What follows belongs to an exercise in optimizing a design on an open flow for small area; a production flow would make more cautious choices. In this exercise RTL edits were held to simulation tests only and were not proved equivalent to the original. Power is estimated from default activity; no workload was simulated.

==> willow: inputs <==
// sduino_tta
module sduino_tta #(
    parameter integer F_CPU = 16000000
) (
    input  wire        clk,
    input  wire        rst,         
    input  wire        cmd_valid,
    input  wire [3:0]  cmd_op,
    input  wire [31:0] cmd_data,
    output reg         rsp_valid,
    output reg  [31:0] rsp_data,
    output reg         rsp_err
);
    localparam [63:0] FREQ = F_CPU;
    localparam [63:0] CPM  = FREQ / 64'd1000;
    localparam integer PSC_SEL =
        (CPM < 64'd256)   ? 0 :
        (CPM < 64'd512)   ? 1 :
        (CPM < 64'd1024)  ? 2 :
        (CPM < 64'd2048)  ? 3 :
        (CPM < 64'd4096)  ? 4 :
        (CPM < 64'd8192)  ? 5 :
        (CPM < 64'd16384) ? 6 : 7;
    localparam [63:0] DIVISOR     = 64'd1 << PSC_SEL;
    localparam [63:0] PERIOD      = CPM / DIVISOR;
    localparam [63:0] US_PER_TICK = (DIVISOR * 64'd1000000) / FREQ;
    localparam [63:0] US_PER_OVF  = (DIVISOR * PERIOD * 64'd1000000) / FREQ;
    localparam [63:0] MILLIS_INC  = US_PER_OVF / 64'd1000;
    localparam [63:0] FRACT_INC   = (US_PER_OVF % 64'd1000) >> 3;
    localparam [63:0] FRACT_MAX   = 64'd125;
    localparam integer PSC_W = (PSC_SEL == 0) ? 1 : PSC_SEL;
    localparam [PSC_W-1:0] PSC_LAST    = DIVISOR - 64'd1;
    localparam [7:0]       CNT_LAST    = PERIOD - 64'd1;
    localparam [31:0]      K_PERIOD    = PERIOD;
    localparam [31:0]      K_US_TICK   = US_PER_TICK;
    localparam [31:0]      K_MILLIS    = MILLIS_INC;
    localparam [8:0]       K_FRACT_INC = FRACT_INC;
    localparam [8:0]       K_FRACT_MAX = FRACT_MAX;
    localparam [3:0] OP_NOP    = 4'h0;
    localparam [3:0] OP_MILLIS = 4'h1;
    localparam [3:0] OP_MICROS = 4'h2;
    localparam [3:0] OP_SET    = 4'h3;
  ...
==> module sduino_tta, before the edit <==
module sduino_tta #(
    parameter integer F_CPU = 16000000
) (
    input  wire        clk,
    input  wire        rst,         
    input  wire        cmd_valid,
    input  wire [3:0]  cmd_op,
    input  wire [31:0] cmd_data,
    output reg         rsp_valid,
    output reg  [31:0] rsp_data,
    output reg         rsp_err
);
    localparam [63:0] FREQ = F_CPU;
    localparam [63:0] CPM  = FREQ / 64'd1000;
    localparam integer PSC_SEL =
        (CPM < 64'd256)   ? 0 :
        (CPM < 64'd512)   ? 1 :
        (CPM < 64'd1024)  ? 2 :
        (CPM < 64'd2048)  ? 3 :
        (CPM < 64'd4096)  ? 4 :
        (CPM < 64'd8192)  ? 5 :
        (CPM < 64'd16384) ? 6 : 7;
    localparam [63:0] DIVISOR     = 64'd1 << PSC_SEL;
    localparam [63:0] PERIOD      = CPM / DIVISOR;
    localparam [63:0] US_PER_TICK = (DIVISOR * 64'd1000000) / FREQ;
    localparam [63:0] US_PER_OVF  = (DIVISOR * PERIOD * 64'd1000000) / FREQ;
    localparam [63:0] MILLIS_INC  = US_PER_OVF / 64'd1000;
    localparam [63:0] FRACT_INC   = (US_PER_OVF % 64'd1000) >> 3;
    localparam [63:0] FRACT_MAX   = 64'd125;
    localparam integer PSC_W = (PSC_SEL == 0) ? 1 : PSC_SEL;
    localparam [PSC_W-1:0] PSC_LAST    = DIVISOR - 64'd1;
    localparam [7:0]       CNT_LAST    = PERIOD - 64'd1;
    localparam [31:0]      K_PERIOD    = PERIOD;
    localparam [31:0]      K_US_TICK   = US_PER_TICK;
    localparam [31:0]      K_MILLIS    = MILLIS_INC;
    localparam [8:0]       K_FRACT_INC = FRACT_INC;
    localparam [8:0]       K_FRACT_MAX = FRACT_MAX;
    localparam [3:0] OP_NOP    = 4'h0;
    localparam [3:0] OP_MILLIS = 4'h1;
    localparam [3:0] OP_MICROS = 4'h2;
    localparam [3:0] OP_SET    = 4'h3;
    localparam [3:0] OP_TSTART = 4'h4;
    localparam [3:0] OP_TSTOP  = 4'h5;
    localparam [3:0] OP_IDIS   = 4'h6;
    localparam [3:0] OP_IEN    = 4'h7;
    reg [31:0]      ms;      
    reg [7:0]       fr;      
    reg [31:0]      ovf;     
    reg [7:0]       cnt;     
    reg             uif;     
    reg             cen;     
    reg             uie;     
    reg             gie;     
    reg [PSC_W-1:0] psc;     
    wire timer_step = cen && (psc == PSC_LAST);
    wire cnt_wrap   = timer_step && (cnt == CNT_LAST);
    wire tick_go    = uif && uie && gie;
    reg [31:0] ms_next;
    reg [8:0]  fr_sum;
    always @(*) begin
        ms_next = ms + K_MILLIS;
        fr_sum  = {1'b0, fr};
        if (K_FRACT_INC != 9'd0) begin
            fr_sum = fr_sum + K_FRACT_INC;
            if (fr_sum >= K_FRACT_MAX) begin
                fr_sum  = fr_sum - K_FRACT_MAX;
                ms_next = ms_next + 32'd1;
            end
        end
    end
    reg [31:0] micros_m;
    reg [31:0] micros_ticks;
    reg [31:0] micros_val;
    always @(*) begin
        micros_m = ovf;
        if (uif && (cnt < CNT_LAST))
            micros_m = micros_m + 32'd1;
        micros_ticks = micros_m * K_PERIOD + {24'd0, cnt};
        micros_val   = micros_ticks * K_US_TICK;
    end
    reg [31:0] host_data;
    reg        host_err;
    always @(*) begin
        host_data = 32'd0;
        host_err  = 1'b0;
        case (cmd_op)
            OP_NOP, OP_SET, OP_TSTART, OP_TSTOP, OP_IDIS, OP_IEN: ;
            OP_MILLIS: host_data = ms;
            OP_MICROS: host_data = micros_val;
            default:   host_err  = 1'b1;
        endcase
    end
    always @(posedge clk) begin
        if (rst) begin
            ms        <= 32'd0;
            fr        <= 8'd0;
            ovf       <= 32'd0;
            cnt       <= 8'd0;
            uif       <= 1'b0;
            cen       <= 1'b0;
            uie       <= 1'b0;
            gie       <= 1'b0;
            psc       <= {PSC_W{1'b0}};
            rsp_valid <= 1'b0;
            rsp_data  <= 32'd0;
            rsp_err   <= 1'b0;
        end else begin
            if (cen)
                psc <= (psc == PSC_LAST) ? {PSC_W{1'b0}} : psc + 1'b1;
            if (timer_step)
                cnt <= cnt_wrap ? 8'd0 : cnt + 8'd1;
            if (tick_go) begin
                ms  <= ms_next;
                fr  <= fr_sum[7:0];
                ovf <= ovf + 32'd1;
            end
            if (cmd_valid && cmd_op == OP_SET) begin
                ms  <= cmd_data * K_MILLIS;
                fr  <= 8'd0;
                ovf <= cmd_data;
            end
            if (cnt_wrap)
                uif <= 1'b1;
            else if (tick_go)
                uif <= 1'b0;
            if (cmd_valid) begin
                case (cmd_op)
                    OP_TSTART: begin cen <= 1'b1; uie <= 1'b1; end
                    OP_TSTOP:  cen <= 1'b0;
                    OP_IDIS:   gie <= 1'b0;
                    OP_IEN:    gie <= 1'b1;
                    default: ;
                endcase
            end
            rsp_valid <= cmd_valid;
            rsp_data  <= cmd_valid ? host_data : 32'd0;
            rsp_err   <= cmd_valid ? host_err  : 1'b0;
        end
    end
endmodule
clock: 10.0 ns
lec_check: 0
cap_margin: 20
core_margin: 2
core_utilization: 40
slew_margin: 20
run.sh (not shown) runs the stock make flow with config.mk's settings and CLKGATE_MAP_FILE= SYNTH_SCRIPT=/design/flow/synth_recipe.tcl, a recipe that flattens the netlist after the stock synthesis.
==> inputs of nickel, as changes to willow <==
==> flow/design.v (replaced) <==
module sduino_tta #(
    parameter integer F_CPU = 16000000
) (
    input  wire        clk,
    input  wire        rst,         
    input  wire        cmd_valid,
    input  wire [3:0]  cmd_op,
    input  wire [31:0] cmd_data,
    output reg         rsp_valid,
    output wire [31:0] rsp_data,
    output reg         rsp_err
);
    localparam [3:0] OP_MILLIS = 4'h1;
    localparam [3:0] OP_MICROS = 4'h2;
    localparam [3:0] OP_SET    = 4'h3;
    localparam [3:0] OP_TSTART = 4'h4;
    localparam [3:0] OP_TSTOP  = 4'h5;
    localparam [3:0] OP_IDIS   = 4'h6;
    localparam [3:0] OP_IEN    = 4'h7;
    reg [31:0] ovf;      
    reg        pend;     
    reg [13:0] tmr;      
    reg        uif, cen, uie, gie;
    reg        sel_ms;   
    reg        sel_mi;   
    reg [7:0]  rcnt;     
    reg        rc;       
    wire [7:0] cnt = tmr[13:6];
    wire tmr_last = &{tmr[13:9], tmr[6:0]};
    wire cnt_wrap = cen & tmr_last;
    wire tick_go  = uif & uie & gie;
    wire [14:0] tc;
    wire [13:0] tmr_inc;
    assign tc[0] = cen;
    genvar i;
    generate
        for (i = 0; i < 14; i = i + 1) begin : g_tmr
            assign tmr_inc[i] = tmr[i] ^ tc[i];
            assign tc[i+1]    = tmr[i] & tc[i];
        end
    endgenerate
    wire [32:0] oc;
    wire [31:0] ovf_inc;
    assign oc[0] = pend;
    generate
        for (i = 0; i < 32; i = i + 1) begin : g_ovf
            assign ovf_inc[i] = ovf[i] ^ oc[i];
            assign oc[i+1]    = ovf[i] & oc[i];
        end
    endgenerate
    wire is_set = cmd_valid & (cmd_op == OP_SET);
    always @(posedge clk) begin
        if (rst) begin
            ovf       <= 32'd0;
            pend      <= 1'b0;
            tmr       <= 14'd0;
            uif       <= 1'b0;
            cen       <= 1'b0;
            uie       <= 1'b0;
            gie       <= 1'b0;
            rsp_valid <= 1'b0;
        end else begin
            tmr  <= tmr_last ? 14'd0 : tmr_inc;
            ovf  <= is_set ? cmd_data : ovf_inc;
            pend <= tick_go & ~is_set;
            uif  <= cnt_wrap | (uif & ~tick_go);
            if (cmd_valid) begin
                case (cmd_op)
                    OP_TSTART: begin cen <= 1'b1; uie <= 1'b1; end
                    OP_TSTOP:  cen <= 1'b0;
                    OP_IDIS:   gie <= 1'b0;
                    OP_IEN:    gie <= 1'b1;
                    default: ;
                endcase
            end
            rsp_valid <= cmd_valid;
        end
    end
    always @(posedge clk) begin
        rsp_err <= cmd_op[3];
        sel_ms  <= (cmd_op == OP_MILLIS);
        sel_mi  <= (cmd_op == OP_MICROS);
        rcnt    <= cnt;
        rc      <= uif & ~(&{cnt[7:3], cnt[0]});
    end
    wire [29:0] x = ovf[29:0];
    wire [28:0] p;
    wire [29:0] pc;
    assign pc[0] = rc;
    generate
        for (i = 0; i < 29; i = i + 1) begin : g_p
            wire b = (i == 0) ? rc : x[i-1];
            assign p[i]    = x[i] ^ b ^ pc[i];
            assign pc[i+1] = (x[i] & b) | (x[i] & pc[i]) | (b & pc[i]);
        end
    endgenerate
    wire [29:0] opa = {x[21:0], rcnt};
    wire [29:0] opb = {~p, 1'b0};
    wire [29:0] opc = {21'd0, rc, 6'd0, ~rc, 1'b0};
    wire [29:0] s1 = opa ^ opb ^ opc;
    wire [29:0] c1 = (opa & opb) | (opa & opc) | (opb & opc);
    wire [29:0] c1s = {c1[28:0], 1'b0};
    wire [30:0] rcy;
    wire [29:0] r;
    assign rcy[0] = 1'b0;
    generate
        for (i = 0; i < 30; i = i + 1) begin : g_r
            assign r[i]     = s1[i] ^ c1s[i] ^ rcy[i];
            assign rcy[i+1] = (s1[i] & c1s[i]) | (s1[i] & rcy[i]) | (c1s[i] & rcy[i]);
        end
    endgenerate
    assign rsp_data = ({32{sel_mi}} & {r, 2'b00}) | ({32{sel_ms}} & ovf);
endmodule
==> comparison table <==
                                                           willow                    nickel
Worst-skew pair later-pin latency                           430 ps                    330 ps
Worst-Margin Slew                                           939 ps                    937 ps
Min setup slack post-route                                 2270 ps                  -3430 ps
Sequential cell area in the final layout             0.00226 sq mm             0.00129 sq mm
Category of the worst setup path capture point           flip-flop            primary output
Maximum clock frequency                                  0.129 GHz                0.0744 GHz
Switching part of the total                                  30.7%                     25.3%
Setup repair after global routing missed its margin          false                      true
Post-Synthesis Cells                                          1244                       505
Highest cell delay on the worst timing path                 660 ps                    420 ps
Run status                        no timing/DRC/antenna violations  finished with violations
Violated checks                                                  -              setup timing
Worst IR Drop VDD                                           121 uV                   62.1 uV
Met2 layer wire length in the routed design               12200 um                   5530 um
Met3 layer usage reported by global route                    2.52%                     2.82%
Fillers                                                       2504                      1115

what the ideal ports hide:
Ports are ideal in the flow. The routed layouts listed here were re-timed in OpenROAD. Step 1: set_driving_cell puts a clkbuf_16 on clk and a buf_2 on each other input, an assumption about the parent block. Step 2 moves the port delays by t, midway between the first and last clock arrival at a register: inputs arrive t later, outputs are due t later. That takes back most of the time a late clock gives input paths. Slacks: ideal ports / drivers / drivers and shift; pairs: ideal ports / drivers.
run	t (ns)	setup WS [ns]	worst slew at a driven data input, ns
willow	0.464	2.267 / 2.267 / 2.267	0.05
nickel	0.366	-3.433 / -3.470 / -3.103	0.04
